Context: an optimization exercise on an open-source flow, tuned for small area, a short achievable clock period and few clock cycles. The choices shown serve that exercise and are no tape-out recipe. Only simulation tests tie the RTL to the original design; equivalence was not proved. Power and IR drop assume default switching activity.

run A:
==> flow/design.v (excerpt) <==
module ieee488_engine (
    input  wire       clk,
    input  wire       rst,           
    input  wire [4:0] cfg_address,   
    input  wire       atn_in,
    input  wire       dav_in,
    input  wire       ndac_in,
    input  wire       nrfd_in,
    input  wire       eoi_in,
    input  wire       ifc_in,
    input  wire [7:0] data_in,
    output reg        dav_drv,
    output reg        eoi_drv,
    output reg        ndac_drv,
    output reg        nrfd_drv,
    output wire [7:0] data_out,
    output wire       data_talk,     
    output wire       ctrl_talk,     
    output wire       ext_req,
    output wire [3:0] ext_op,
    output wire [3:0] ext_sa,
    output wire [7:0] ext_wdata,
    input  wire       ext_ack,
    input  wire       ext_ok,
    input  wire [7:0] ext_rdata,
    input  wire       ext_last,
    input  wire       ext_eoi,
    output wire [5:0] cmd_len,
    input  wire [4:0] cmd_raddr,
    output wire [7:0] cmd_rdata
);
Size: about 310 flip-flops, ~83 I/O pins, ~13000 sq um of cells after synthesis.
export LEC_CHECK = 0
export CAP_MARGIN = 20
export CORE_MARGIN = 2
export CORE_UTILIZATION = 40
export PLACE_DENSITY = 0.75
export SETUP_SLACK_MARGIN = 1.8
export SLEW_MARGIN = 20
export SYNTH_HIERARCHICAL = 1
export SYNTH_MINIMUM_KEEP_SIZE = 0
create_clock -name core_clock -period 5.0 [get_ports {clk}]
standard.sh (not shown) runs the stock make flow with config.mk's settings and CLKGATE_MAP_FILE= SYNTH_SCRIPT=/design/flow/synth_recipe.tcl, a recipe that flattens the netlist after the stock synthesis.
==> flow/flow/run.sh <==
#!/bin/bash
# The standard layout (the standard.sh: ORFS synthesis to final layout),
# with two changes to how the layout is made:
#  - the port buffers that global placement inserts on every input and output
#    are sky130_fd_sc_hd__buf_1 rather than the cell OpenROAD picks by itself
#    (the resizer still upsizes the ones on critical paths);
#  - clock tree synthesis builds the tree from clkbuf_4 with small sink
#    clusters and adds no dummy loads.
set -euo pipefail
export BUFFER_PORTS_ARGS="-buffer_cell sky130_fd_sc_hd__buf_1"
export CTS_ARGS="-sink_clustering_enable -repair_clock_nets -sink_clustering_size 10 -sink_clustering_max_diameter 50 -buf_list sky130_fd_sc_hd__clkbuf_4 -dont_use_dummy_load"
bash standard.sh > standard.log 2>&1
Testbench counts of run A, summed over its fixed seeds: cycles 28,704.
### run A -> run B
- changing SETUP_SLACK_MARGIN from 1.8 to 2.0
- changing PLACE_DENSITY from 0.75 to 0.85
### Flow results
Against run A, run B comes in 1.0% higher on power per standard cell area.
In run B, fraction of area in multi-input gates is lower than in run A.
Run B vs run A — wire length on met2 climbed by a few percent
Wire length of the first global-routing pass on run B is behind run A.
Compared run B vs run A, and overall power is up in run B.
Summary: hold slack, run B worse than run A
DRC violation total after the first TritonRoute iteration deteriorates in run B relative to run A.
Between run B and run A, the post-route fraction of the period consumed by the critical path figures differ only marginally.
Relative to run A, global routing met1 resource utilization has gone up in run B.
What run C does differently from run B at the input level:
- putting CTS_BUF_LIST at sky130_fd_sc_hd__clkbuf_8 where nothing was set
- putting CTS_CLUSTER_SIZE at 12 where nothing was set
- swapping 40 for 55 in CORE_UTILIZATION
- putting CTS_CLUSTER_DIAMETER at 60 where nothing was set
- clearing PLACE_DENSITY, which used to be 0.85
==> flow/flow/run.sh <==
#!/bin/bash
# The standard layout (the standard.sh: ORFS synthesis to final layout),
# with the port buffers that global placement inserts on every input and
# output made from sky130_fd_sc_hd__buf_1 instead of the cell OpenROAD picks
# by itself; the resizer still upsizes the ones on critical paths.
set -euo pipefail
export BUFFER_PORTS_ARGS="-buffer_cell sky130_fd_sc_hd__buf_1"
bash standard.sh > standard.log 2>&1
### Flow results
- Re clock latency on the worst-skew pair: run C is 110 ps down on run B.
- Run C vs run B — post-cts resize count dropped 3.
- Worst path setup slack after routing down 37 ps in run C wrt run B
- Run C improves on run B in total via count after detailed routing.
The inputs of run D differ from those of run C as listed below.
- CORE_UTILIZATION now 40, was 55
- SETUP_SLACK_MARGIN now 2.3, was 2.0
==> flow/run.sh (new file) <==
#!/bin/bash
# synth_recipe.tcl (not shown) runs the flow's synth.tcl, then flattens the netlist and writes it again
# the make line also repeats each setting of config.mk as NAME=value (left out here)
make -C /OpenROAD-flow-scripts/flow DESIGN_CONFIG=/design/flow/config.mk WORK_HOME=/design/flow/orfs CLKGATE_MAP_FILE= SYNTH_SCRIPT=/design/flow/synth_recipe.tcl finish
removed: flow/flow/run.sh
removed: flow/standard.sh
- Routed wire in run D totals more than in run C.
- On switching power summed over all nets, run C tracks run D almost exactly.
- | summed area of non-filler cells in the final layout | run D vs run C | 1000 sq um higher |
- Summary of run D over run C: final critical-path setup slack lower, total area of multi-input combinational cells higher.


Setup of build 43:
ieee488_engine, a different RTL version from the one above (not shown whole).
Size in the first run: ~300 flip-flops, ~83 I/O pins, about 14000 sq um of cells after synthesis.
Settings: LEC_CHECK=0, CAP_MARGIN=20, CORE_MARGIN=2, CORE_UTILIZATION=40, SETUP_SLACK_MARGIN=1.5, SLEW_MARGIN=20; clock period 5.0 ns.
run.sh (not shown) runs the stock make flow with config.mk's settings and CLKGATE_MAP_FILE= SYNTH_SCRIPT=/design/flow/synth_recipe.tcl, a recipe that flattens the netlist after the stock synthesis.
Stock flow here: none of the scripts above is used.
Testbench counts of build 43, summed over its fixed seeds: cycles 28,704.
The inputs of build 68 differ from those of build 43 as listed below.
Settings: setting CTS_BUF_LIST to sky130_fd_sc_hd__clkbuf_8 for the first time; setting CTS_CLUSTER_SIZE to 12 for the first time; setting CTS_CLUSTER_DIAMETER to 60 for the first time.
Results
- Build 68 | status: complete | timing, DRC, antenna: pass
- Shortest period the worst path allows: build 68 higher than build 43
- Build 68 against build 43; leakage component of the power is down by a few percent.
- Transition time at the pin with the least slew margin: build 68 vs build 43 up 0.029 ns
- Per the comparison of build 68 with build 43, worst setup slack after layout shrank by 0.041 ns; overall track demand over capacity in global routing barely changed; final routed wire length divided by cell count higher; achievable clock frequency decreased by about 1% relative to the old numbers.
- Build 68 reports a lower deepest level of the CTS H-tree than build 43 does.
- Build 43 has higher clock power share than build 68.
- Compared to build 43, build 68 has sequential group share of total power 8.4 points higher.
What build 58 does differently from build 68 at the input level:
Settings: ABC_CLOCK_PERIOD_IN_PS: unset -> 1000; CTS_CLUSTER_SIZE: 12 -> unset; CTS_CLUSTER_DIAMETER: 60 -> unset; CTS_BUF_LIST: sky130_fd_sc_hd__clkbuf_8 -> unset.
==> comparison <==
Taking build 68 as the reference, in build 58 number of well taps level; clock power share moved up; total power moved up. [compare] base=build 68 new=build 58: worst-margin pin slew went down by 0.029 ns; count of plain and timing-repair buffers lost 6; core utilization increased by 1.6 points relative to the old numbers.


## job 101
RTL: one of the versions met above, not the one the previous note started from.
Size in the first run: roughly 1100 cells after synthesis, roughly 310 flip-flops, roughly 83 I/O pins, about 0.013 sq mm of cells after synthesis.
// ieee488_engine
module ieee488_engine (
    input  wire       clk,
    input  wire       rst,           
    input  wire [4:0] cfg_address,   
    input  wire       atn_in,
    input  wire       dav_in,
    input  wire       ndac_in,
    input  wire       nrfd_in,
    input  wire       eoi_in,
    input  wire       ifc_in,
    input  wire [7:0] data_in,
    output reg        dav_drv,
    output reg        eoi_drv,
    output reg        ndac_drv,
    output reg        nrfd_drv,
    output wire [7:0] data_out,
    output wire       data_talk,     
    output wire       ctrl_talk,     
    output wire       ext_req,
    output wire [3:0] ext_op,
    output wire [3:0] ext_sa,
    output wire [7:0] ext_wdata,
    input  wire       ext_ack,
    input  wire       ext_ok,
    input  wire [7:0] ext_rdata,
    input  wire       ext_last,
    input  wire       ext_eoi,
    output wire [5:0] cmd_len,
    input  wire [4:0] cmd_raddr,
    output wire [7:0] cmd_rdata
);
==> flow/config.mk <==
export PLATFORM = sky130hd
export DESIGN_NAME = ieee488_engine
export DESIGN_NICKNAME = ieee488_engine
export VERILOG_FILES = /design/flow/design.v
export SDC_FILE = /design/flow/constraint.sdc
export NUM_CORES = 4
export LEC_CHECK = 0
export CAP_MARGIN = 20
export CORE_MARGIN = 2
export CORE_UTILIZATION = 40
export CTS_BUF_LIST = sky130_fd_sc_hd__clkbuf_8
export CTS_CLUSTER_DIAMETER = 60
export CTS_CLUSTER_SIZE = 12
export SETUP_SLACK_MARGIN = 2.6
export SLEW_MARGIN = 20
export SYNTH_HIERARCHICAL = 1
export SYNTH_MINIMUM_KEEP_SIZE = 0
==> flow/constraint.sdc <==
create_clock -name core_clock -period 5.0 [get_ports {clk}]
set_input_delay 1.0000 -clock core_clock [delete_from_list [all_inputs] [get_ports {clk}]]
set_output_delay 1.0000 -clock core_clock [all_outputs]
set_load 0.01 [all_outputs]
Job 101: flow completed, timing, DRC and antenna clean
Testbench counts of job 101, summed over its fixed seeds: cycles 28,704.
### job 101 -> job 102
- changing SETUP_SLACK_MARGIN from 2.6 to 2.0
- removing CTS_CLUSTER_DIAMETER (formerly 60)
- removing CTS_BUF_LIST (formerly sky130_fd_sc_hd__clkbuf_8)
- removing CTS_CLUSTER_SIZE (formerly 12)
==> flow/flow/run.sh (new file) <==
#!/bin/bash
# The standard layout (the standard.sh: ORFS synthesis to final layout),
# with two changes to how the layout is made:
#  - the port buffers that global placement inserts on every input and output
#    are sky130_fd_sc_hd__buf_1 rather than the cell OpenROAD picks by itself
#    (the resizer still upsizes the ones on critical paths);
#  - clock tree synthesis builds the tree from clkbuf_4 with small sink
#    clusters and adds no dummy loads.
set -euo pipefail
export BUFFER_PORTS_ARGS="-buffer_cell sky130_fd_sc_hd__buf_1"
export CTS_ARGS="-sink_clustering_enable -repair_clock_nets -sink_clustering_size 10 -sink_clustering_max_diameter 50 -buf_list sky130_fd_sc_hd__clkbuf_4 -dont_use_dummy_load"
bash standard.sh > standard.log 2>&1
==> flow/standard.sh (new file) <==
#!/bin/bash
# synth_recipe.tcl (not shown) runs the flow's synth.tcl, then flattens the netlist and writes it again
# the make line also repeats each setting of config.mk as NAME=value (left out here)
make -C /OpenROAD-flow-scripts/flow DESIGN_CONFIG=/design/flow/config.mk WORK_HOME=/design/flow/orfs CLKGATE_MAP_FILE= SYNTH_SCRIPT=/design/flow/synth_recipe.tcl "${@:-finish}"
removed: flow/run.sh
Findings:
The setup slack at placement of job 102 is higher than that of job 101. Share of the cycle needed by the critical path after routing ended up 2.3 points higher on job 102 than on job 101. Job 101 vs job 102, worst setup path startpoint: cmd_raddr[0] vs cmd_raddr[1]. [compare] base=job 101 new=job 102: share of cell area taken by flip-flops and latches +6.4 points; register area -31 sq um; stage delay of the slowest cell on the critical path -80 ps. Relative to job 101, clock slew seen by the registers of the worst setup and hold paths has increased by 30 ps in job 102. Looking at area overhead of the layout relative to synthesis, job 102 sits 14 points lower than job 101 does.

separate check: timing with driven ports:
No port has a modelled driver above. Below, the same layouts with a new extraction and two added sets of constraints. Step 1: set_driving_cell puts a clkbuf_16 on clk and a buf_2 on each other input, an assumption about the parent block. Step 2 times the ports against the registers' clock, not the clock port: input delays grow and output delays shrink by t, the midpoint of the rising clock arrivals with the driver on. a / b / c = no drivers / after step 1 / after step 2; a / b = the first two.
run | shift t [ns] | slack for setup (ns) | clock arrival spread, ns | worst slew at a driven data input, ns | cell pins on the clock port's net
run A | 0.667 | 1.522 / 1.459 / 1.459 | 0.093 / 0.093 | 0.09 | 1
run B | 0.692 | 1.528 / 1.469 / 1.469 | 0.119 / 0.120 | 0.08 | 1
run C | 0.629 | 1.491 / 1.443 / 1.443 | 0.021 / 0.020 | 0.07 | 1
run D | 0.638 | 1.479 / 1.429 / 1.429 | 0.056 / 0.056 | 0.06 | 1
build 43 | 0.548 | 1.168 / 0.991 / 0.991 | 0.015 / 0.015 | 0.18 | 1
build 68 | 0.643 | 1.128 / 1.038 / 1.015 | 0.042 / 0.042 | 0.09 | 1
build 58 | 0.548 | 1.168 / 0.991 / 0.991 | 0.015 / 0.015 | 0.18 | 1
job 101 | 0.637 | 1.626 / 1.575 / 1.575 | 0.023 / 0.023 | 0.07 | 1
job 102 | 0.671 | 1.512 / 1.457 / 1.457 | 0.122 / 0.122 | 0.07 | 1
After both steps setup and hold are still met in every run listed.
